Source: an optimization exercise on an open RTL-to-GDS flow (aim: small area, a short achievable clock period and few clock cycles per item). Production flows keep margins and buffers that such runs may drop. Only simulation tests tie the RTL to the original design; equivalence was not proved. Power is estimated from default activity; no workload was simulated.

## flow/design.v (module list and top-level ports; edited modules follow where they fit)
// module akelarre_core: 2089 lines
module akelarre_core (
    input  wire         clk,
    input  wire         rst,
    input  wire         start,
    input  wire [1:0]   op,
    input  wire [3:0]   rounds,
    input  wire         rot_en,
    input  wire [1:0]   klen_m1,
    input  wire [127:0] key,
    input  wire [127:0] blk_in,
    output wire         ready,
    output reg          done,
    output wire [127:0] blk_out
);
  // ...
==> flow/flow/run.sh <==
#!/bin/bash
# The standard ORFS layout (the standard.sh: standard synthesis, floorplan,
# placement, CTS, routing, finish) with the design's SDC unchanged; only the
# setup repair steps aim for a larger slack margin, so that the layout is
# sized for a shorter achieved period.
set -euo pipefail
export SETUP_SLACK_MARGIN=8.5
bash standard.sh > standard.log 2>&1
==> flow/standard.sh <==
#!/bin/bash
# synth_recipe.tcl (not shown) runs the flow's synth.tcl, then flattens the netlist and writes it again
# the make line also repeats each setting of config.mk as NAME=value (left out here)
make -C /OpenROAD-flow-scripts/flow DESIGN_CONFIG=/design/flow/config.mk WORK_HOME=/design/flow/orfs CLKGATE_MAP_FILE= SYNTH_SCRIPT=/design/flow/synth_recipe.tcl "${@:-finish}"
==> flow/config.mk <==
export PLATFORM = sky130hd
export DESIGN_NAME = akelarre_core
export DESIGN_NICKNAME = akelarre_core
export VERILOG_FILES = /design/flow/design.v
export SDC_FILE = /design/flow/constraint.sdc
export NUM_CORES = 4
export LEC_CHECK = 0
export CAP_MARGIN = 20
export CORE_MARGIN = 2
export CORE_UTILIZATION = 45
export SLEW_MARGIN = 20
export SYNTH_MEMORY_MAX_BITS = 8192
==> flow/constraint.sdc <==
create_clock -name core_clock -period 13.0 [get_ports {clk}]
set_input_delay 2.6000 -clock core_clock [delete_from_list [all_inputs] [get_ports {clk}]]
set_output_delay 2.6000 -clock core_clock [all_outputs]
set_load 0.01 [all_outputs]
==> results.toml, run 1 <==
[finish]
largest_reg_flops = 768
n_sequential_cell = 1453
n_clock_buffer = 193
regArea_um2 = 43400
fin_nets = 9434
layout.non_clock_inverters = 445

[worst_setup_path]
worst_path_max_delay_cell = "mux4_2"
crit_chain = "buf_6 -> clkbuf_16 -> mux2i_2 -> mux4_2 -> mux2_4 -> nor2_4 -> a31oi_4 -> mux2_4 -> a21oi_4 -> ha_4 -> a21oi_4 -> o21ai_2 -> a2111oi_2 -> a21bo_2 -> nor4_4 -> o31ai_4 -> buf_6 -> a221oi_2 -> o21bai_1 -> xor2_2 -> mux2_4"
crit_buf_inv = 3

[logic_synthesis]
yosys-mux-area-fraction_pct = 12.3
syn_inst = 8391
synth_top_family_by_area = "compound AO/OA/AOI/OAI gates"
seq_area_frac_synth_pct = 47.4
synth.most_common_cell = "edfxtp_1"
synth_top_area_share_pct = 46.8
synth_flop_cell = "edfxtp_1"

[placed_design]
io_buffers = 397
post-place-cells = 10900

[cts]
numClockSinks = 1453
post_cts_buffers = 235

[route]
top_layer_used = "met5"
drt-total-wl_um = 420000
drtAntennaViolNets = 0

[sta]
period_share_pct = 39.9
skew_ns = 0.0728
min_period_ns = 5.18

[hold_path]
min_path_cells = 0
min_to = "g_ent[14].q[10]$_DFFE_PP_"
hold_start = "g_ent[15].q[10]$_DFFE_PP_"

[grt]
use_met1_pct = 46.5
grt_pass1_wl_um = 568000

[run]
drv_cap = 0

[run_status]
status = "finished clean"
Testbench counts, summed over its fixed seeds: cycles 66,628, items 640.
==> inputs of run 2 (changes only) <==
--- a/flow/design.v
+++ b/flow/design.v
@@ -9,17 +9,17 @@
     input  wire [127:0] key,
     input  wire [127:0] blk_in,
     output wire         ready,
     output reg          done,
     output wire [127:0] blk_out
 );
     localparam [31:0] A0 = 32'h01234567;
     localparam [31:0] A1 = 32'h89ABCDEF;
-    localparam E = 24;
+    localparam E = 23;
     localparam [1:0] OP_KEYEXP = 2'd0, OP_ENC = 2'd1, OP_DEC = 2'd2;
     localparam [1:0] G_IDLE = 2'd0,    
                      G_FULL = 2'd1,    
                      G_DECB = 2'd2,    
                      G_HEAD = 2'd3;    
     localparam [2:0] D_IDLE = 3'd0,
                      D_INIT = 3'd1,    
                      D_ROT  = 3'd2,    
@@ -1831,37 +1831,37 @@
     wire [3:0]  src_nx  = (gmode == G_IDLE) ? (pre_ok ? rpf[3:0] : 4'd0) :
                           (gmode == G_FULL) ? (genc ? 4'd0 : rpf[3:0]) :
                           (gmode == G_DECB && gb != 4'd0) ? rpb[3:0] : 4'd0;
     wire [2:0]  ri      = ld_new ? 3'd0 : rcnt[2:0];
     wire [15:0] khalf   = key_r >> {~ri, 4'd0};
     reg  [31:0] shead;
     always @(*) begin
         case ({kl, gsrc})
-            {2'd0, 4'd1}: shead = entv[64 +: 32];
-            {2'd0, 4'd2}: shead = entv[128 +: 32];
-            {2'd0, 4'd3}: shead = entv[192 +: 32];
-            {2'd0, 4'd4}: shead = entv[256 +: 32];
-            {2'd0, 4'd5}: shead = entv[320 +: 32];
-            {2'd0, 4'd6}: shead = entv[384 +: 32];
-            {2'd0, 4'd7}: shead = entv[448 +: 32];
-            {2'd0, 4'd8}: shead = entv[512 +: 32];
-            {2'd0, 4'd9}: shead = entv[576 +: 32];
-            {2'd0, 4'd10}: shead = entv[640 +: 32];
-            {2'd0, 4'd11}: shead = entv[704 +: 32];
-            {2'd1, 4'd1}: shead = entv[128 +: 32];
-            {2'd1, 4'd2}: shead = entv[256 +: 32];
-            {2'd1, 4'd3}: shead = entv[384 +: 32];
-            {2'd1, 4'd4}: shead = entv[512 +: 32];
-            {2'd1, 4'd5}: shead = entv[640 +: 32];
-            {2'd2, 4'd1}: shead = entv[192 +: 32];
-            {2'd2, 4'd2}: shead = entv[384 +: 32];
-            {2'd2, 4'd3}: shead = entv[576 +: 32];
-            {2'd3, 4'd1}: shead = entv[256 +: 32];
-            {2'd3, 4'd2}: shead = entv[512 +: 32];
+            {2'd0, 4'd1}: shead = entv[32 +: 32];
+            {2'd0, 4'd2}: shead = entv[96 +: 32];
+            {2'd0, 4'd3}: shead = entv[160 +: 32];
+            {2'd0, 4'd4}: shead = entv[224 +: 32];
+            {2'd0, 4'd5}: shead = entv[288 +: 32];
+            {2'd0, 4'd6}: shead = entv[352 +: 32];
+            {2'd0, 4'd7}: shead = entv[416 +: 32];
+            {2'd0, 4'd8}: shead = entv[480 +: 32];
+            {2'd0, 4'd9}: shead = entv[544 +: 32];
+            {2'd0, 4'd10}: shead = entv[608 +: 32];
+            {2'd0, 4'd11}: shead = entv[672 +: 32];
+            {2'd1, 4'd1}: shead = entv[96 +: 32];
+            {2'd1, 4'd2}: shead = entv[224 +: 32];
+            {2'd1, 4'd3}: shead = entv[352 +: 32];
+            {2'd1, 4'd4}: shead = entv[480 +: 32];
+            {2'd1, 4'd5}: shead = entv[608 +: 32];
+            {2'd2, 4'd1}: shead = entv[160 +: 32];
+            {2'd2, 4'd2}: shead = entv[352 +: 32];
+            {2'd2, 4'd3}: shead = entv[544 +: 32];
+            {2'd3, 4'd1}: shead = entv[224 +: 32];
+            {2'd3, 4'd2}: shead = entv[480 +: 32];
             default: shead = 32'd0;
         endcase
     end
     wire [31:0] rval    = (gsrc == 4'd0) ? {khalf, khalf} : shead;
     wire [31:0] key0    = {key_r[127:112], key_r[127:112]};
     wire        rld     = ld_new || ld_rst;
     wire [31:0] e0_d    = (accept && (is_enc || !pre_ok)) ? key0 : rval;
     wire        turn0   = (accept && is_dec && pre_ok) || (seg_end && e_any);
@@ -1882,20 +1882,20 @@
     genvar ge;
     generate
         for (ge = 0; ge < E; ge = ge + 1) begin : g_ent
             reg [31:0] q;
             reg [3:0]  sl;
             reg        last;
             always @(*) begin
                 case (kl)
-                    2'd0:    begin sl = ge / 2; last = (ge % 2) == 1; end
-                    2'd1:    begin sl = ge / 4; last = (ge % 4) == 3; end
-                    2'd2:    begin sl = ge / 6; last = (ge % 6) == 5; end
-                    default: begin sl = ge / 8; last = (ge % 8) == 7; end
+                    2'd0:    begin sl = (ge + 1) / 2; last = ((ge + 1) % 2) == 1; end
+                    2'd1:    begin sl = (ge + 1) / 4; last = ((ge + 1) % 4) == 3; end
+                    2'd2:    begin sl = (ge + 1) / 6; last = ((ge + 1) % 6) == 5; end
+                    default: begin sl = (ge + 1) / 8; last = ((ge + 1) % 8) == 7; end
                 endcase
             end
             wire [31:0] nxt;
             if (ge == E - 1) begin : g_end
                 assign nxt = 32'd0;
             end else begin : g_mid
                 assign nxt = entv[32*(ge+1) +: 32];
             end
==> flow/flow/run.sh (replaced) <==
#!/bin/bash
# The standard ORFS layout (the standard.sh: standard synthesis, floorplan,
# placement, CTS, routing, finish) with the design's SDC unchanged; only the
# setup repair steps aim for a larger slack margin, so that the layout is
# sized for a shorter achieved period.
set -euo pipefail
export SETUP_SLACK_MARGIN=8.0
bash standard.sh > standard.log 2>&1
==> run 2 against run 1 <==
Combinational power fell by 22%. Design area fell by 5.8%. Setup slack got worse by 0.053 ns. Die area fell by 3.1%. Clock power fell by 6.8%. Global-route usage fell by 0.17 points.
==> results.toml, run 2 <==
[logic_synthesis]
seq_area_frac_synth_pct = 47.9
synth_flop_cell = "edfxtp_1"
ys_types = 104
synth_fp_nets = 8572
netlist_area_um2 = 88600
synth_top_area_share_pct = 47.3
syn_area_per_cell_um2 = 11.2
ys_seq_elements = 1421
synth_edf_count = 1395
synthTopCellsByCount = "edfxtp_1, nand2_1, o21ai_0, clkbuf_1, inv_1"
syn_inst = 7938
synth_area_leader_cell = "edfxtp_1"
synth.area.top_cells = "edfxtp_1, mux4_2, mux2i_1"
synth.most_common_cell = "edfxtp_1"
ys.warnings.count = 1
synthArstFlopShare_pct = 0

[grt]
globalRouteTotalUtil_pct = 39.1
grt_max_degree = 148
grt_pass1_vias = 70400
antenna_found_initial = 14
grt_overflow = 0
grt_pass1_wl_um = 551000

[worst_setup_path]
end_kind = "register"
critPathRequiredTime_ns = 13.58
rr_worst_depth = 20
rrSetupSlack_ns = 7.77
cp.arrival_ns = 5.81
r2r-end = "w[30]$_DFFE_PP_"
r2r-start = "wi[0]$_SDFFCE_PN0P_"
worstSetupStartpointType = "register"
startpoint = "wi[0]$_SDFFCE_PN0P_"
path_class = "register to register"
crit_fanout = 5

[route]
drt_iter0_drc = 10700
drt_first_pass_iters = 10
vias = 74500
drt-total-wl_um = 402000
post_drt_via_cell_ratio = 6.76
drc = 0
drtAntennaViolNets = 0
post_drt_wl_per_cell_um = 36.5

[cts]
cts_max_level = 4
numCtsBuffers = 157
cts_root_buf = "clkbuf_16"
numClockSinks = 1421
clkLatencyLatePin_ns = 0.85
cts_tree = "done"
ctsHoldBuffers = 0
path_clk_slew_ns = 0.07
clockBufferDepth = 3

[finish]
regMostFlops = "g_ent.q"
area_growth_pct = 17.7
fin_util_pct = 53.4
drive_gt1_share_pct = 16.5
final_cell_mix = "edfxtp_1, nand2_1, o21ai_0"
largest_reg_flops = 736
top_regs = "g_ent.q x736, key_r x128"
layout_commonest_cell = "edfxtp_1"
fin_nets = 8887

[placed_design]
place_congestion = 1.12
place_hpwl_um = 285000
place_ws_ns = 6.54
io_buffers = 397

[die]
die_area_um2 = 200000
die_width_um = 448
placementRows = 162
num_io_pins = 398
core_area_um2 = 195000
start_util_pct = 45.4
die_h_um = 448

[sta]
min_period_ns = 5.23
slew_headroom_pct = 15.7
drv_slew = 0
fin_setup_tns_ns = 0
hold_viol_final = 0
finalSetupViolations = 0
period_share_pct = 40.3
skew_ns = 0.0563
setup_slack_ns = 7.77
worst_pin_slew_ns = 1.27
rsz0062_at_grt = "true"
max_freq_mhz = 191

[hold_path]
hold_start = "tw2[31]$_DFFE_PP_"
min_to = "tw1[31]$_DFFE_PP_"
min_path_cells = 0
hp-class = "register to register"

[pwr]
p_leak_nw = 37.9
vdd_drop_max_v = 0.000148
power.density_nw_per_um2 = 216

[run_status]
status = "finished clean"

[run]
drv_cap = 0
## run 2: cell types whose count changed after synthesis, moves of 93 or more
cell	delta
mux2i_1	-261
nand2b_1	-252
nand2_1	-198
clkbuf_1	-127
o211ai_1	-109
or4bb_1	-107
o21ai_0	-93
## run 2: worst max-delay path, stage by stage, from the launching register on
cell	delay, ns
edfxtp_1	0.42
buf_6	0.18
clkbuf_16	0.16
mux2i_1	0.14
mux2i_1	0.28
mux2i_2	0.17
mux4_2	0.58
mux4_2	0.49
inv_2	0.08
ha_4	0.20
o21a_1	0.21
o21a_1	0.19
and2_4	0.17
a41oi_4	0.33
o2111ai_4	0.19
a311oi_2	0.31
buf_4	0.18
o21ai_4	0.08
a41oi_2	0.21
xnor2_1	0.10
mux2_2	0.26
## run 2: repair_timing
action,in CTS,in global routing
setup endpoints to repair,856,808
gates cloned,11,5
buffers inserted,79,43
pin swaps,31,25
resized for setup,283,127
## run 2: worst max path at each step
stage	cells past startpoint	slack [ns]	end
detailed placement	11	6.54	g_ent[13].q[23]$_DFFE_PP_
floorplan	8	6.84	g_ent[11].q[0]$_DFFE_PP_
finish	20	7.77	w[30]$_DFFE_PP_
CTS	20	7.96	w[30]$_DFFE_PP_
global placement	11	6.60	g_ent[14].q[23]$_DFFE_PP_
global route	24	7.65	w[24]$_DFFE_PP_
## run 2: layer usage
metal,vias to the layer above,global-route usage (%),part of all wire [%]
met4,2,27.6,8.7
met3,1265,11.3,12
met5,-,0,0.0040
li1,30700,-,-
met2,5436,57.6,43
met1,37000,49.4,37
## run 2: power breakdown
| part | internal [W] | switching (W) |
|---|---|---|
| combinational | 0.00394 | 0.00730 |
| sequential | 0.00614 | 0.000660 |
| clock | 0.00251 | 0.00201 |
## run 2: cells by family (layout without fill, tap and decap cells)
family                   Yosys count  after routing  synth area share (%)
other                              0              9                     0
XOR/XNOR                         350            350                  3.46
AND/OR/NAND/NOR                 1873           1875                  10.3
flip-flops                      1421           1421                  47.9
buffers and inverters           1022           1458                  4.48
multiplexers                     689            690                  10.4
adder cells (fa/ha/maj)          366            366                  6.48
AO/OA/AOI/OAI                   2217           2218                  17.0
## run 2: final cells by class
cell class                      count  area [um2]
Fill cell                       16800       91100
Multi-Input combinational cell   5499       44500
Sequential cell                  1421       42400
Timing Repair Buffer              732        7180
Clock buffer                      183        4070
Tap cell                         2624        3280
Inverter                          442        1680
Clock inverter                    101        1070
Antenna cell                        9        22.5
## run 2: per-stage QoR
step	hold slack (ns)	power (W)	instance area, um2	instances
2_1_floorplan	0.400	0.0129	88800	7938
3_3_place_gp	0.400	0.0171	95700	10600
3_5_place_dp	0.405	0.0172	95700	10600
4_1_cts	0.380	0.0220	103000	11000
5_1_grt	0.398	0.0234	104000	11000
6_report	0.388	0.0226	104000	11000
Testbench counts of run 2, summed over its fixed seeds: cycles 66,628, items 640.

## re-timing with driven ports
The results above use ideal ports. As a check the final layouts listed here were re-extracted and re-timed, cells and wires unchanged. Step 1: set_driving_cell puts a clkbuf_16 on clk and a buf_2 on each other input, an assumption about the parent block. Step 2 moves the port delays by t, midway between the first and last clock arrival at a register: inputs arrive t later, outputs are due t later. That takes back most of the time a late clock gives input paths. Three values: no drivers, after step 1, after step 2; two values: the first two.
run	t (ns)	slack for setup (ns)	hold WS [ns]
run 1	0.939	7.819 / 7.819 / 7.606	0.402 / 0.402 / 0.402
run 2	0.905	7.766 / 7.766 / 7.198	0.388 / 0.388 / 0.388
After both steps every run listed still meets setup and hold. For run 2, which loses most, drivers alone change the setup slack by 0.000 ns; drivers and shift together by -0.568 ns.
